Background: an optimization exercise with open tools, aiming at small area, a short achievable clock period and few clock cycles. Do not read the settings as production practice. In this exercise RTL edits were held to simulation tests only and were not proved equivalent to the original. Power figures rest on the tool's default switching activity, not on a simulated workload.

Setup of zinc:
==> flow/design.v <==
module phpb_serial (
    input  wire        clk,
    input  wire        rst,             
    input  wire        cfg_guard_en,    
    input  wire [16:0] cfg_max_len,     
    input  wire        cfg_drop_zero,   
    input  wire        rx_in_valid,
    output wire        rx_in_ready,
    input  wire [7:0]  rx_in_data,
    input  wire        rx_in_last,      
    output wire        rx_out_valid,
    input  wire        rx_out_ready,
    output wire [7:0]  rx_out_data,
    output wire        rx_out_sop,
    output wire        rx_out_eop,
    output wire [47:0] rx_out_hdr,      
    output wire [16:0] rx_out_tlen,     
    input  wire        tx_in_valid,
    output wire        tx_in_ready,
    input  wire [7:0]  tx_in_data,
    output wire        tx_out_valid,
    input  wire        tx_out_ready,
    output wire [7:0]  tx_out_data,
    output reg  [15:0] cnt_rx_pkt,
    output reg  [15:0] cnt_malformed,
    output reg  [15:0] cnt_zero_drop
);
    reg [15:0] m;           
    reg        g_never;     
    reg        g_always;    
    reg        dz;
    always @(posedge clk) begin
        m        <= cfg_max_len[15:0] - 16'd7;
        g_never  <= !cfg_guard_en || (cfg_max_len >= 17'd65542);
        g_always <= cfg_guard_en && (cfg_max_len < 17'd7);
        dz       <= cfg_drop_zero;
    end
    reg       rdy;
    reg       ib_v;
    reg [7:0] ib_d;
    reg       ib_l;
    reg       ib_ff;
    reg       ib_00;
    reg       ib_gt;        
    wire take = rx_in_valid && rdy;
    assign rx_in_ready = rdy;
    reg        pend;        
    reg        body;        
    reg        disc;        
    reg        drop;        
    reg [2:0]  hc;          
    reg [5:0]  tt;          
    reg [5:0]  ct;          
    reg [47:0] sr;          
    reg        tl_a, tl_b;  
    reg        zf;          
    reg [16:0] remain;      
    reg        rend;        
    reg        ov, osop, oeop;
    reg [7:0]  od;
    reg        ev_pkt, ev_mal, ev_zero;
    wire hdr = !body && !disc;
    wire other  = !ib_ff && !ib_00;
    wire absorb = !pend && ib_ff;           
    wire split  = pend && other;            
    wire [7:0] tdata = pend ? {8{!ib_00}} : ib_d;
    wire tlast  = ib_l && !split;
    wire tgt_lo = split ? (m[7:0] != 8'hFF) : ib_gt;
    wire too_long = tl_a || (tl_b && tgt_lo);
    wire [5:0] tsel = tt & ~{1'b0, tt[5:1]};
    wire [7:0] top_byte = ({8{tsel[0]}} & sr[7:0])   | ({8{tsel[1]}} & sr[15:8])  |
                          ({8{tsel[2]}} & sr[23:16]) | ({8{tsel[3]}} & sr[31:24]) |
                          ({8{tsel[4]}} & sr[39:32]) | ({8{tsel[5]}} & sr[47:40]);
    wire [16:0] tlen_new = {1'b0, sr[7:0], tdata} + 17'd7;
    wire hc5   = (hc == 3'd5);
    wire ofree = !ov || rx_out_ready;
    wire acc = ib_v && (absorb || disc ||
                        (hdr  && !tt[5] && (!hc5 || (!ct[0] && !ov))) ||
                        (body && (drop || (!tt[5] && !(ov && osop)))));
    wire tok      = acc && !absorb;             
    wire push     = tok && (hdr || (body && !drop));
    wire complete = tok && hdr && hc5;
    wire zdrop    = dz && zf;
    wire hdr_ok   = complete && !too_long && !zdrop;
    wire hdr_bad  = complete && too_long;
    wire btok     = tok && body;
    wire body_end = btok && rend;
    wire cons     = acc && !split;
    wire load     = ofree && (ct[0] || hdr_ok);
    wire bpush    = push && body;
    wire       n_pend = acc ? absorb : pend;
    wire       n_body = complete ? !too_long : (body && !body_end);
    wire       n_disc = complete ? (too_long && !tlast) : (disc && !(acc && tlast));
    wire       n_drop = complete ? zdrop : drop;
    wire [2:0] n_hc   = complete ? 3'd0 : ((tok && hdr) ? hc + 3'd1 : hc);
    wire       n_ov   = load || (ov && !rx_out_ready);
    wire       n_osop = load ? hdr_ok : osop;
    wire [5:0] n_tt   = (complete && !hdr_ok) ? 6'd0 :
                        (push && !load)      ? {tt[4:0], 1'b1} :
                        (load && !push)      ? {1'b0, tt[5:1]} : tt;
    wire [5:0] n_ct   = hdr_ok              ? 6'b011111 :
                        (bpush && !load)     ? {ct[4:0], 1'b1} :
                        (load && !bpush)     ? {1'b0, ct[5:1]} : ct;
    wire       n_ibv  = take || (ib_v && !cons);
    wire       n_ff   = take ? (rx_in_data == 8'hFF) : ib_ff;
    wire       n_00   = take ? (rx_in_data == 8'h00) : ib_00;
    wire       n_hdr  = !n_body && !n_disc;
    wire       n_hc5  = (n_hc == 3'd5);
    wire g_cons = !(n_pend && !n_ff && !n_00) &&
                  (n_disc || (!n_pend && n_ff) ||
                   (n_hdr  && !n_tt[5] && (!n_hc5 || (!n_ct[0] && !n_ov))) ||
                   (n_body && (n_drop || (!n_tt[5] && !(n_ov && n_osop)))));
    always @(posedge clk) begin
        if (take) begin
            ib_d  <= rx_in_data;
            ib_l  <= rx_in_last;
            ib_ff <= (rx_in_data == 8'hFF);
            ib_00 <= (rx_in_data == 8'h00);
            ib_gt <= (rx_in_data > m[7:0]);
        end
        if (push)
            sr <= {sr[39:0], tdata};
        if (tok && hdr) begin
            if (hc == 3'd0) zf <= (tdata == 8'h00);
            if (hc == 3'd4) begin
                tl_a <= g_always || (!g_never && (tdata > m[15:8]));
                tl_b <= !g_always && !g_never && (tdata == m[15:8]);
            end
        end
        if (complete) begin
            remain <= tlen_new;
            rend   <= (sr[7:0] == 8'h00) && (tdata == 8'h00);
        end else if (btok) begin
            remain <= remain - 17'd1;
            rend   <= (remain == 17'd8);
        end
        if (load) begin
            od   <= top_byte;
            osop <= hdr_ok;
            oeop <= !body && ct[0] && !ct[1];
        end
        if (rst) begin
            rdy     <= 1'b1;
            ib_v    <= 1'b0;
            pend    <= 1'b0;
            body    <= 1'b0;
            disc    <= 1'b0;
            drop    <= 1'b0;
            hc      <= 3'd0;
            tt      <= 6'd0;
            ct      <= 6'd0;
            ov      <= 1'b0;
            ev_pkt  <= 1'b0;
            ev_mal  <= 1'b0;
            ev_zero <= 1'b0;
        end else begin
            rdy     <= !n_ibv || g_cons;
            ib_v    <= n_ibv;
            pend    <= n_pend;
            body    <= n_body;
            disc    <= n_disc;
            drop    <= n_drop;
            hc      <= n_hc;
            tt      <= n_tt;
            ct      <= n_ct;
            ov      <= n_ov;
            ev_pkt  <= body_end && !drop;
            ev_mal  <= hdr_bad;
            ev_zero <= body_end && drop;
        end
    end
    always @(posedge clk) begin
        if (rst) begin
            cnt_rx_pkt    <= 16'd0;
            cnt_malformed <= 16'd0;
            cnt_zero_drop <= 16'd0;
        end else begin
            if (ev_pkt && cnt_rx_pkt != 16'hFFFF)
                cnt_rx_pkt <= cnt_rx_pkt + 16'd1;
            if (ev_mal && cnt_malformed != 16'hFFFF)
                cnt_malformed <= cnt_malformed + 16'd1;
            if (ev_zero && cnt_zero_drop != 16'hFFFF)
                cnt_zero_drop <= cnt_zero_drop + 16'd1;
        end
    end
    assign rx_out_valid = ov;
    assign rx_out_data  = od;
    assign rx_out_sop   = osop;
    assign rx_out_eop   = oeop;
    assign rx_out_hdr   = sr;
    assign rx_out_tlen  = remain;
    reg       trdy;
    reg       tov;
    reg [7:0] tod;
    reg       tpv, tpb;
    reg       sv;
    reg [7:0] sd;
    wire ttake  = tx_in_valid && trdy;
    wire tofree = !tov || tx_out_ready;
    wire in_sp  = (tx_in_data == 8'hFF) || (tx_in_data == 8'h00);
    wire sd_sp  = (sd == 8'hFF) || (sd == 8'h00);
    wire tdirect = tofree && !tpv && !sv;
    reg  n_sv;
    always @(*) begin
        n_sv = sv;
        if (tofree && !tpv && sv)
            n_sv = 1'b0;
        if (ttake && !tdirect)
            n_sv = 1'b1;
    end
    assign tx_in_ready = trdy;
    always @(posedge clk) begin
        if (tofree) begin
            if (tpv) begin
                tod <= {8{tpb}};
            end else if (sv) begin
                tod <= sd_sp ? 8'hFF : sd;
                tpb <= sd[0];
            end else if (ttake) begin
                tod <= in_sp ? 8'hFF : tx_in_data;
                tpb <= tx_in_data[0];
            end
        end
        if (ttake && !tdirect)
            sd <= tx_in_data;
        if (rst) begin
            trdy <= 1'b1;
            tov  <= 1'b0;
            tpv  <= 1'b0;
            sv   <= 1'b0;
        end else begin
            if (tofree) begin
                if (tpv) begin
                    tov <= 1'b1;
                    tpv <= 1'b0;
                end else if (sv) begin
                    tov <= 1'b1;
                    tpv <= sd_sp;
                end else if (ttake) begin
                    tov <= 1'b1;
                    tpv <= in_sp;
                end else begin
                    tov <= 1'b0;
                end
            end
            sv   <= n_sv;
            trdy <= !n_sv;
        end
    end
    assign tx_out_valid = tov;
    assign tx_out_data  = tod;
endmodule
export LEC_CHECK = 0
export CAP_MARGIN = 20
export CORE_MARGIN = 2
export CORE_UTILIZATION = 40
export SETUP_SLACK_MARGIN = 3.5
export SLEW_MARGIN = 20
create_clock -name core_clock -period 6.0 [get_ports {clk}]
standard.sh (not shown) runs the stock make flow with config.mk's settings and CLKGATE_MAP_FILE= SYNTH_SCRIPT=/design/flow/synth_recipe.tcl, a recipe that flattens the netlist after the stock synthesis.
==> flow/flow/run.sh <==
#!/bin/bash
# Standard layout, with the port buffers made from buf_2 cells instead of the
# resizer's default choice. Full tool output goes to flow_standard.log.
set -euo pipefail
export BUFFER_PORTS_ARGS="-buffer_cell sky130_fd_sc_hd__buf_2"
bash standard.sh > flow_standard.log 2>&1
zinc: no failed stages, no open violations at the end
Testbench counts of zinc, summed over its fixed seeds: cycles 123,313.
Input changes introduced in umber (baseline for comparison: zinc):
==> flow/run.sh (new file) <==
#!/bin/bash
# synth_recipe.tcl (not shown) runs the flow's synth.tcl, then flattens the netlist and writes it again
# the make line also repeats each setting of config.mk as NAME=value (left out here)
make -C /OpenROAD-flow-scripts/flow DESIGN_CONFIG=/design/flow/config.mk WORK_HOME=/design/flow/orfs CLKGATE_MAP_FILE= SYNTH_SCRIPT=/design/flow/synth_recipe.tcl finish
removed: flow/flow/run.sh
removed: flow/standard.sh
### Flow results
Across zinc and umber, the outcome is the same: a clean finish for every run. Changes observed in umber relative to zinc: final wirelength up 2.8%; final instance area picked up an extra about 6.5%; global routing usage on met1 now larger; non-clock buffer count rose by about 7%; sum of met3 wire segment lengths after detailed routing rose 7.3%. umber: total power is 6.6% lower than what zinc reported.
Changes in tundra relative to umber:
- an added CTS_BUF_LIST of sky130_fd_sc_hd__clkbuf_8
==> notes.md <==
Net switching share of the total power in tundra is 0.94 points higher than in umber
After detailed routing, umber needs less wire than tundra.
Against umber, highest ir drop seen on vdd in tundra fell by more than a quarter.
tundra ended up with more standard cells than umber.
On first-iteration DRC count, the lower figure sits with tundra, not umber.
Summary: maximum frequency, tundra worse than umber
Of tundra and umber, umber shows the lower clock group power, with tundra above it.
tundra -> umber: flip-flop and latch count delta 0, exact match
Comparing tundra and umber, detailed-routed wire length on met3 is higher on tundra.
Period utilization | tundra above umber
Compared tundra vs umber, and non-clock buffer contribution to total cell area is up in tundra.

==> what the ideal ports hide <==
The flow's constraints put no driver on any port. The routed layouts listed below were extracted and timed again, unchanged, in two steps. Step 1: set_driving_cell puts a clkbuf_16 on clk and a buf_2 on each other input, an assumption about the parent block. Step 2 times the ports against the registers' clock, not the clock port: input delays grow and output delays shrink by t, the midpoint of the rising clock arrivals with the driver on. Three values: ideal ports, drivers, drivers and shift; two values: the first two.
| run | t (ns) | slack for setup (ns) | worst setup path after step 2 | worst data-port slew with drivers (ns) | pins driven straight from the clock port |
|---|---|---|---|---|---|
| zinc | 0.554 | 3.434 / 3.434 / 3.018 | input to register | 0.06 | 1 |
| umber | 0.545 | 3.451 / 3.451 / 2.955 | input to register | 0.05 | 1 |
| tundra | 0.568 | 3.427 / 3.427 / 2.958 | input to register | 0.05 | 1 |
After both steps every run listed still meets setup and hold. The setup slack of umber, which loses most, moves by 0.000 ns with the drivers and by -0.496 ns with both steps.
